This is an optimization exercise on Yosys and OpenROAD, whose aim is small area, a short achievable clock period and few clock cycles, not a production implementation.
The RTL was checked by simulation tests, not by an equivalence proof against the original design.
Power and IR drop assume default switching activity.

## flow/run.sh

```bash
#!/bin/bash
# synth_recipe.tcl (not shown) runs the flow's synth.tcl, then flattens the netlist and writes it again
# the make line also repeats each setting of config.mk as NAME=value (left out here)
make -C /OpenROAD-flow-scripts/flow DESIGN_CONFIG=/design/flow/config.mk WORK_HOME=/design/flow/orfs CLKGATE_MAP_FILE= SYNTH_SCRIPT=/design/flow/synth_recipe.tcl finish
```

## flow/config.mk

```make
export PLATFORM = sky130hd
export DESIGN_NAME = dcpu16_core
export DESIGN_NICKNAME = dcpu16_core
export VERILOG_FILES = /design/flow/design.v
export SDC_FILE = /design/flow/constraint.sdc
export NUM_CORES = 4
export LEC_CHECK = 0
export CAP_MARGIN = 20
export CORE_MARGIN = 2
export CORE_UTILIZATION = 40
export SLEW_MARGIN = 20
```

## flow/constraint.sdc

```tcl
create_clock -name core_clock -period 38.0 [get_ports {clk}]
set_input_delay 7.6000 -clock core_clock [delete_from_list [all_inputs] [get_ports {clk}]]
set_output_delay 7.6000 -clock core_clock [all_outputs]
set_load 0.01 [all_outputs]
```

## flow/design.v

```verilog
module dcpu16_core (
    input  wire        clk,
    input  wire        rst,           
    input  wire        run,           
    input  wire [15:0] run_pc,        
    input  wire [15:0] run_budget,    
    input  wire        wreset,        
    input  wire [3:0]  dbg_sel,       
    input  wire        dbg_we,        
    input  wire [15:0] dbg_wdata,
    output reg  [15:0] dbg_rdata,
    output reg         busy,
    output reg         fault,
    output reg         stalled,
    output reg         mem_req,
    output reg         mem_we,
    output reg  [15:0] mem_addr,
    output reg  [15:0] mem_wdata,
    input  wire        mem_ready,
    input  wire [15:0] mem_rdata
);
    localparam [3:0] S_IDLE    = 4'd0,
                     S_FETCH   = 4'd1,
                     S_FETCH_W = 4'd2,
                     S_DECODE  = 4'd3,
                     S_OPD     = 4'd4,
                     S_NW      = 4'd5,
                     S_NW_W    = 4'd6,
                     S_OPR     = 4'd7,
                     S_RD      = 4'd8,
                     S_RD_W    = 4'd9,
                     S_EXEC    = 4'd10,
                     S_WR      = 4'd11,
                     S_SKIP    = 4'd12,
                     S_SKIP_W  = 4'd13,
                     S_CALL    = 4'd14;
    localparam [3:0] R_SP = 4'd8, R_PC = 4'd9, R_O = 4'd10;
    localparam [1:0] L_NONE = 2'd0, L_REG = 2'd1, L_MEM = 2'd2;
    reg [15:0] gpr [0:7];
    reg [15:0] sp, pc, o;
    reg [3:0]  state;
    reg        limited;
    reg [15:0] steps_left;
    reg [15:0] ir;
    reg        phase_b;         
    reg [15:0] nw;              
    reg [15:0] rd_addr;         
    reg [15:0] cur_la;          
    reg [15:0] a_val, b_val;
    reg [1:0]  a_lk;
    reg [3:0]  a_lr;
    reg [15:0] a_la;
    reg [15:0] wr_addr, wr_data;
    wire [3:0] op  = ir[3:0];
    wire [5:0] fa  = ir[9:4];
    wire [5:0] fb  = ir[15:10];
    wire [5:0] fld = phase_b ? fb : fa;
    function takes_word(input [5:0] f);
        takes_word = (f[5:3] == 3'b010) || (f == 6'h1E) || (f == 6'h1F);
    endfunction
    function [1:0] word_size_extra(input [15:0] w);
        word_size_extra = {1'b0, takes_word(w[9:4])} + {1'b0, takes_word(w[15:10])};
    endfunction
    reg [15:0] opr_val;
    always @* begin
        case (fld)
            6'h1B: opr_val = sp;
            6'h1C: opr_val = pc;
            6'h1D: opr_val = o;
            6'h1F: opr_val = nw;
            default: begin
                if (fld[5])
                    opr_val = {11'd0, fld[4:0]};
                else
                    opr_val = gpr[fld[2:0]];
            end
        endcase
    end
    wire [16:0] add_full = {1'b0, a_val} + {1'b0, b_val};
    wire [15:0] sub_res  = a_val - b_val;
    wire [31:0] mul_full = a_val * b_val;
    wire [15:0] div_res  = (b_val == 16'd0) ? 16'd0 : a_val / b_val;
    wire [15:0] mod_res  = (b_val == 16'd0) ? 16'd0 : a_val % b_val;
    wire        big_sh   = |b_val[15:5];
    wire [31:0] shl_full = big_sh ? 32'd0 : ({16'd0, a_val} << b_val[4:0]);
    wire [31:0] shr_full = big_sh ? 32'd0 : ({a_val, 16'd0} >> b_val[4:0]);
    reg [15:0] res, o_res;
    reg        o_wr, is_if, pred;
    always @* begin
        res   = 16'd0;
        o_res = 16'd0;
        o_wr  = 1'b0;
        is_if = 1'b0;
        pred  = 1'b0;
        case (op)
            4'h1: res = b_val;
            4'h2: begin res = add_full[15:0]; o_res = add_full[16] ? 16'h0000 : 16'h0001; o_wr = 1'b1; end
            4'h3: begin res = sub_res; o_res = (a_val > b_val) ? 16'hFFFF : 16'h0000; o_wr = 1'b1; end
            4'h4: begin res = mul_full[15:0]; o_res = mul_full[31:16]; o_wr = 1'b1; end
            4'h5: begin res = div_res; o_res = 16'h0000; o_wr = 1'b1; end
            4'h6: res = mod_res;
            4'h7: begin res = shl_full[15:0]; o_res = shl_full[31:16]; o_wr = 1'b1; end
            4'h8: begin res = shr_full[31:16]; o_res = shr_full[15:0]; o_wr = 1'b1; end
            4'h9: res = a_val & b_val;
            4'hA: res = a_val | b_val;
            4'hB: res = a_val ^ b_val;
            4'hC: begin is_if = 1'b1; pred = (a_val == b_val); end
            4'hD: begin is_if = 1'b1; pred = (a_val != b_val); end
            4'hE: begin is_if = 1'b1; pred = (a_val > b_val); end
            4'hF: begin is_if = 1'b1; pred = ((a_val & b_val) != 16'd0); end
            default: ;
        endcase
    end
    always @* begin
        mem_req   = 1'b0;
        mem_we    = 1'b0;
        mem_addr  = pc;
        mem_wdata = wr_data;
        case (state)
            S_FETCH: mem_req = !(limited && steps_left == 16'd0);
            S_NW:    mem_req = 1'b1;
            S_RD:    begin mem_req = 1'b1; mem_addr = rd_addr; end
            S_WR:    begin mem_req = 1'b1; mem_we = 1'b1; mem_addr = wr_addr; end
            S_SKIP:  begin mem_req = 1'b1; mem_addr = pc + 16'd1; end
            default: ;
        endcase
    end
    always @* begin
        case (dbg_sel)
            4'd8:    dbg_rdata = sp;
            4'd9:    dbg_rdata = pc;
            4'd10:   dbg_rdata = o;
            default: dbg_rdata = dbg_sel[3] ? 16'd0 : gpr[dbg_sel[2:0]];
        endcase
    end
    task finish_operand(input [15:0] v, input [1:0] lk, input [3:0] lr, input [15:0] la);
        begin
            if (!phase_b) begin
                a_val   <= v;
                a_lk    <= lk;
                a_lr    <= lr;
                a_la    <= la;
                phase_b <= 1'b1;
                state   <= S_OPD;
            end else begin
                b_val <= v;
                state <= (op == 4'h0) ? S_CALL : S_EXEC;
            end
        end
    endtask
    task write_reg(input [3:0] r, input [15:0] v);
        begin
            case (r)
                R_SP:    sp <= v;
                R_PC:    pc <= v;
                R_O:     o  <= v;
                default: if (!r[3]) gpr[r[2:0]] <= v;
            endcase
        end
    endtask
    integer i;
    always @(posedge clk) begin
        if (rst) begin
            for (i = 0; i < 8; i = i + 1) gpr[i] <= 16'd0;
            sp      <= 16'd0;
            pc      <= 16'd0;
            o       <= 16'd0;
            busy    <= 1'b0;
            fault   <= 1'b0;
            stalled <= 1'b0;
            state   <= S_IDLE;
            limited <= 1'b0;
            steps_left <= 16'd0;
        end else begin
            case (state)
                S_IDLE: begin
                    if (run) begin
                        sp <= 16'd0;
                        pc <= run_pc;
                        if (!fault) begin
                            busy       <= 1'b1;
                            stalled    <= 1'b0;
                            limited    <= (run_budget != 16'd0);
                            steps_left <= run_budget;
                            state      <= S_FETCH;
                        end
                    end else if (wreset) begin
                        sp      <= 16'd0;
                        pc      <= run_pc;
                        fault   <= 1'b0;
                        stalled <= 1'b0;
                    end else if (dbg_we) begin
                        write_reg(dbg_sel, dbg_wdata);
                    end
                end
                S_FETCH: begin
                    if (limited && steps_left == 16'd0) begin
                        busy  <= 1'b0;
                        state <= S_IDLE;
                    end else if (mem_ready) begin
                        state <= S_FETCH_W;
                    end
                end
                S_FETCH_W: begin
                    ir    <= mem_rdata;
                    state <= S_DECODE;
                end
                S_DECODE: begin
                    if (op == 4'h0 && fa != 6'h01) begin
                        stalled <= 1'b1;
                        busy    <= 1'b0;
                        state   <= S_IDLE;
                    end else begin
                        steps_left <= steps_left - 16'd1;
                        phase_b    <= (op == 4'h0);
                        state      <= S_OPD;
                    end
                end
                S_OPD: begin
                    if (takes_word(fld)) begin
                        pc    <= pc + 16'd1;
                        state <= S_NW;
                    end else begin
                        state <= S_OPR;
                    end
                end
                S_NW: if (mem_ready) state <= S_NW_W;
                S_NW_W: begin
                    nw    <= mem_rdata;
                    state <= S_OPR;
                end
                S_OPR: begin
                    if (fld < 6'h08) begin
                        finish_operand(opr_val, L_REG, {1'b0, fld[2:0]}, 16'd0);
                    end else if (fld < 6'h10) begin
                        rd_addr <= gpr[fld[2:0]];
                        cur_la  <= gpr[fld[2:0]];
                        state   <= S_RD;
                    end else if (fld < 6'h18) begin
                        rd_addr <= gpr[fld[2:0]] + nw;
                        cur_la  <= gpr[fld[2:0]] + nw;
                        state   <= S_RD;
                    end else begin
                        case (fld)
                            6'h18: begin    
                                rd_addr <= sp;
                                cur_la  <= sp;
                                sp      <= sp + 16'd1;
                                state   <= S_RD;
                            end
                            6'h19: begin    
                                rd_addr <= sp;
                                cur_la  <= sp;
                                state   <= S_RD;
                            end
                            6'h1A: begin    
                                rd_addr <= sp;
                                cur_la  <= sp - 16'd1;
                                sp      <= sp - 16'd1;
                                state   <= S_RD;
                            end
                            6'h1B: finish_operand(opr_val, L_REG, R_SP, 16'd0);
                            6'h1C: finish_operand(opr_val, L_REG, R_PC, 16'd0);
                            6'h1D: finish_operand(opr_val, L_REG, R_O,  16'd0);
                            6'h1E: begin    
                                rd_addr <= nw;
                                cur_la  <= nw;
                                state   <= S_RD;
                            end
                            default: finish_operand(opr_val, L_NONE, 4'd0, 16'd0);    
                        endcase
                    end
                end
                S_RD: if (mem_ready) state <= S_RD_W;
                S_RD_W: finish_operand(mem_rdata, L_MEM, 4'd0, cur_la);
                S_EXEC: begin
                    if (op == 4'h5 && b_val == 16'd0) begin
                        fault <= 1'b1;
                        busy  <= 1'b0;
                        state <= S_IDLE;
                    end else if (is_if) begin
                        if (pred) begin
                            pc    <= pc + 16'd1;
                            state <= S_FETCH;
                        end else begin
                            state <= S_SKIP;
                        end
                    end else begin
                        if (a_lk == L_REG && !(a_lr == R_O && o_wr))
                            write_reg(a_lr, res);
                        if (o_wr)
                            o <= o_res;
                        if (a_lk == L_REG && a_lr == R_PC) begin
                            if (op != 4'h1) pc <= res + 16'd1;
                        end else begin
                            pc <= pc + 16'd1;
                        end
                        if (a_lk == L_MEM) begin
                            wr_addr <= a_la;
                            wr_data <= res;
                            state   <= S_WR;
                        end else begin
                            state   <= S_FETCH;
                        end
                    end
                end
                S_WR: if (mem_ready) state <= S_FETCH;
                S_SKIP: if (mem_ready) state <= S_SKIP_W;
                S_SKIP_W: begin
                    pc    <= pc + 16'd2 + {14'd0, word_size_extra(mem_rdata)};
                    state <= S_FETCH;
                end
                S_CALL: begin
                    sp      <= sp - 16'd1;
                    wr_addr <= sp - 16'd1;
                    wr_data <= pc + 16'd1;
                    pc      <= b_val;
                    state   <= S_WR;
                end
                default: state <= S_IDLE;
            endcase
        end
    end
endmodule
```

==> results.txt <==
-- placed cells by master, fill, tap and decap left out, drive strengths merged, types with 30 or more instances in the layout --
| cell | netlist | layout |
|---|---|---|
| o31ai | 33 | 33 |
| ha | 313 | 313 |
| and2 | 44 | 44 |
| nor2 | 633 | 633 |
| edfxtp | 279 | 279 |
| a21oi | 316 | 316 |
| fa | 199 | 199 |
| a22oi | 33 | 33 |
| dfxtp | 72 | 72 |
| nand2b | 43 | 43 |
| o21a | 72 | 72 |
| nand3 | 82 | 82 |
| a222oi | 31 | 31 |
| xor2 | 69 | 69 |
| clkdlybuf4s50 | 0 | 123 |
| or3 | 46 | 46 |
| clkbuf | 281 | 42 |
| nor2b | 30 | 30 |
| nand2 | 594 | 594 |
| o21ai | 286 | 286 |
| a211oi | 66 | 66 |
| inv | 333 | 334 |
| xnor2 | 106 | 106 |
| mux2i | 98 | 98 |
| mux4 | 92 | 92 |
| nor3 | 103 | 103 |
| a31oi | 53 | 53 |
| a21o | 61 | 61 |
| buf | 59 | 155 |
| o221ai | 31 | 31 |
| o22ai | 62 | 62 |
| a221oi | 52 | 52 |
| and3 | 33 | 33 |
| o211ai | 63 | 63 |
-- worst max-delay path, delay by kind of cell, from the launching register on --
| family | cells | cell delay [ns] |
|---|---|---|
| compound gates | 58 | 18.35 |
| simple gates | 29 | 8.94 |
| fa+ha+maj | 15 | 4.82 |
| buf+inv | 6 | 0.99 |
| mux | 2 | 0.66 |
| flops | 1 | 0.35 |
-- power breakdown --
part           total [mW]  switching (mW)  internal [mW]
combinational        1.31           0.850          0.465
sequential          0.532          0.0693          0.462
clock               0.367           0.163          0.204
total                2.21            1.08           1.13
-- sequential cells by signal (all words and copies together), names as in the netlist, 2 cells and up --
register,count
b_val,16
state,4
sp,16
gpr,128
nw,16
o,16
a_val,16
a_lr,4
a_lk,2
cur_la,16
wr_data,16
ir,16
rd_addr,16
wr_addr,16
a_la,16
steps_left,16
pc,16
-- per-layer routing --
metal  global-route usage  up-vias
li1                     -    18290
met1               0.4464    20260
met2               0.5102     2744
met3              0.06714      622
met4               0.1913       12
met5                    0        -
-- path summary, 6_finish.rpt --
| path | end | from | slack [ns] | depth (start not counted) |
|---|---|---|---|---|
| setup / recovery | pc[14] | b_val[4] | 3.76 | 110 |
| hold / removal | steps_left[1] | steps_left[1] | 0.49 | 2 |
| setup reg to reg | pc[14] | b_val[4] | 3.76 | 110 |
| hold reg to reg | steps_left[1] | steps_left[1] | 0.49 | 2 |
-- stage by stage --
stage | worst slack [ns] | cells | power [mW] | hold slack [ns]
6_report | 3.758 | 6439 | 2.213 | 0.4856
5_1_grt | 1.609 | 6438 | 2.322 | 0.5231
4_1_cts | 4.437 | 6438 | 2.181 | 0.4894
3_5_place_dp | 4.523 | 6374 | 1.812 | 0.4770
3_3_place_gp | 5.419 | 6374 | 1.803 | 0.4750
2_1_floorplan | 9.528 | 5045 | 1.333 | 0.4542
-- final cells by class --
cell class	instances	area, um2	area share
multi-input cells	4017	30080	0.6472
flip-flops and latches	351	9819	0.2113
repair buffers	278	2387	0.05137
well taps	1391	1740	0.03745
inverters	337	1265	0.02722
clock buffers	42	922.1	0.01984
clock inverters	22	260.3	0.005600
diodes	1	2.502	0.00005385
-- kinds of logic (layout without fill, tap and decap cells) --
| kind of cell | count (synthesis) | count (layout) | synth area share |
|---|---|---|---|
| and+or+nand+nor | 1739 | 1739 | 0.1852 |
| xor gates and xnor gates | 175 | 175 | 0.03618 |
| buffers and inverters | 677 | 679 | 0.06111 |
| AOI/OAI and AO/OA | 1375 | 1375 | 0.2202 |
| DFF | 351 | 351 | 0.2318 |
| adders and majority gates | 512 | 512 | 0.1865 |
| other | 0 | 1 | 0 |
| muxes | 216 | 216 | 0.07906 |
==> results.sh <==
export IMPL_routed_wl_um=187300
export IMPL_top_level_pins=127
export IMPL_via_count=41930
export IMPL_wirelength_met1_um=72720
export IMPL_commonest_cells_post_synth="sky130_fd_sc_hd__nor2_1, sky130_fd_sc_hd__nand2_1, sky130_fd_sc_hd__inv_1"
export IMPL_post_synth_inst_count=5045
export IMPL_die_area_um2=108500
export IMPL_worstMarginPinSlew_ns=1.178
export IMPL_final_nets=5606
export IMPL_final_cell_area_um2=46470
export IMPL_cp_end_kind="register"
export IMPL_power_ir_vdd_worst_mv=0.04838
export IMPL_dr_wl_met2_um=80410
export IMPL_antenna_found_initial=9
export IMPL_cell_area_power_density_nw_per_um2=47.62
export IMPL_cts_htree_levels=2
export IMPL_grt_overflow=0
export IMPL_dp_hpwl_um=139600
export IMPL_die_h_um=329.4
export IMPL_hold_path_class="register to register"
export IMPL_ys_warnings_count=1
export IMPL_max_slew_margin_vs_limit=0.2087
export IMPL_clock_buffer_count_from_cts=35
export IMPL_synthDistinctLibCells=112
export IMPL_synth_edf_count=279
export IMPL_syn2layout_area_growth_pct=9.699
export IMPL_post_synth_instance_area_um2=42360
export IMPL_dr_wl_met3_um=20840
export IMPL_cts_repair_timing_setup_buffer_count=0
export IMPL_cell_type_with_the_highest_aggregate_area_in_the_netlist="sky130_fd_sc_hd__edfxtp_1"
export IMPL_max_cap_violations=0
export IMPL_ys_async_sr_fraction=0
export IMPL_yosys_cell_count_top_type="sky130_fd_sc_hd__nor2_1"
export IMPL_post_route_util=0.4421
export IMPL_drt_antenna_violating_nets=0
export IMPL_first_global_vias=39280
export IMPL_final_fill_count=10600
export IMPL_placed_cell_area_um2=45270
export IMPL_finalSetupViolCount=0
export IMPL_dr_pass1_iters=10
export IMPL_result_of_the_run="finished clean"
export IMPL_cts_tree="done"
export IMPL_hold_buffers=0
export IMPL_post_drt_via_cell_ratio=6.512
export IMPL_path_clk_slew_ns=0.07
export IMPL_critPathMaxStageDelay_ns=0.81
export IMPL_critical_path_startpoint_type="register"
export IMPL_final_hold_violations=0
export IMPL_syn_nets=5631
export IMPL_worstSkewPairLatency_ns=0.57
export IMPL_synthFlopType="sky130_fd_sc_hd__edfxtp_1"
export IMPL_synth_area_leaders="sky130_fd_sc_hd__edfxtp_1, sky130_fd_sc_hd__fa_1, sky130_fd_sc_hd__ha_1"
export IMPL_clk_tree_root_cell="sky130_fd_sc_hd__clkbuf_16"
export IMPL_fin_crit_ns=34.24
export IMPL_rsz0062_at_grt="false"
export IMPL_cts_path_max_buffers=3
export IMPL_grt_start_max_net_pins=55
export IMPL_cp_data_required_time_ns=38.42
export IMPL_post_cts_resized=0
export IMPL_wl_per_cell_um=29.09
export IMPL_synthDominantCellAreaShare=0.1978
export IMPL_dr_first_iter_drc_count=5996
export IMPL_leakagePower_nw=18.48
export IMPL_sequential_to_total_area_share_from_yosys_stat=0.2318
export IMPL_clock_skew_ns=0.02641
export IMPL_post_route_drc_count=0
export IMPL_report_final_slew_viol_count=0
export IMPL_cpMaxStageDelayCell="sky130_fd_sc_hd__nor2_1"
export IMPL_crit_arrival_ns=34.67
export IMPL_rows=119
export IMPL_grt_pass1_wl_um=269900
export IMPL_fp_coreArea_um2=105100
export IMPL_clock_sinks=351
export IMPL_crit_type="register to register"
export IMPL_initial_core_util=0.4030
export IMPL_layout_drive_gt1_share=0.08302
export IMPL_crit_path_max_fanout=49
export IMPL_synth_ff_latch_count=351
export IMPL_setup_tns_ns=0
export IMPL_critical_path_top_cell_by_count="sky130_fd_sc_hd__ha_1"
export IMPL_grtUsageTotal=0.3362
export IMPL_final_weighted_congestion_of_routability_driven_global_placement=1.035
export IMPL_die_width_um=329.4
export IMPL_io_buffer_count=126
export IMPL_min_period_over_period=0.9011
export IMPL_max_clock_freq_mhz=29.20
export IMPL_routed_top_layer="met5"
export IMPL_mean_instance_size_in_the_synthesized_netlist_um2=8.397
Testbench counts, summed over its fixed seeds: cycles 443,547.

## what the ideal ports hide
In the flow no input, the clock included, has a driving cell. The finished layout below was timed again as built, in two steps. Step 1: set_driving_cell puts a clkbuf_16 on clk and a buf_2 on each other input, an assumption about the parent block. Step 2 also shifts input and output timing later by t, the mid clock arrival at the registers, as if the neighbouring blocks saw the same clock. a / b / c = ideal ports / drivers / drivers and shift; a / b = the first two.
t, ns: 0.612
setup WS [ns]: 3.758 / 3.758 / 3.758
worst setup path at the end: register to register
latest minus earliest clock arrival (ns): 0.026 / 0.026
After both steps setup and hold are still met in this run. The setup slack of this run moves by 0.000 ns with the drivers and by 0.000 ns with both steps.
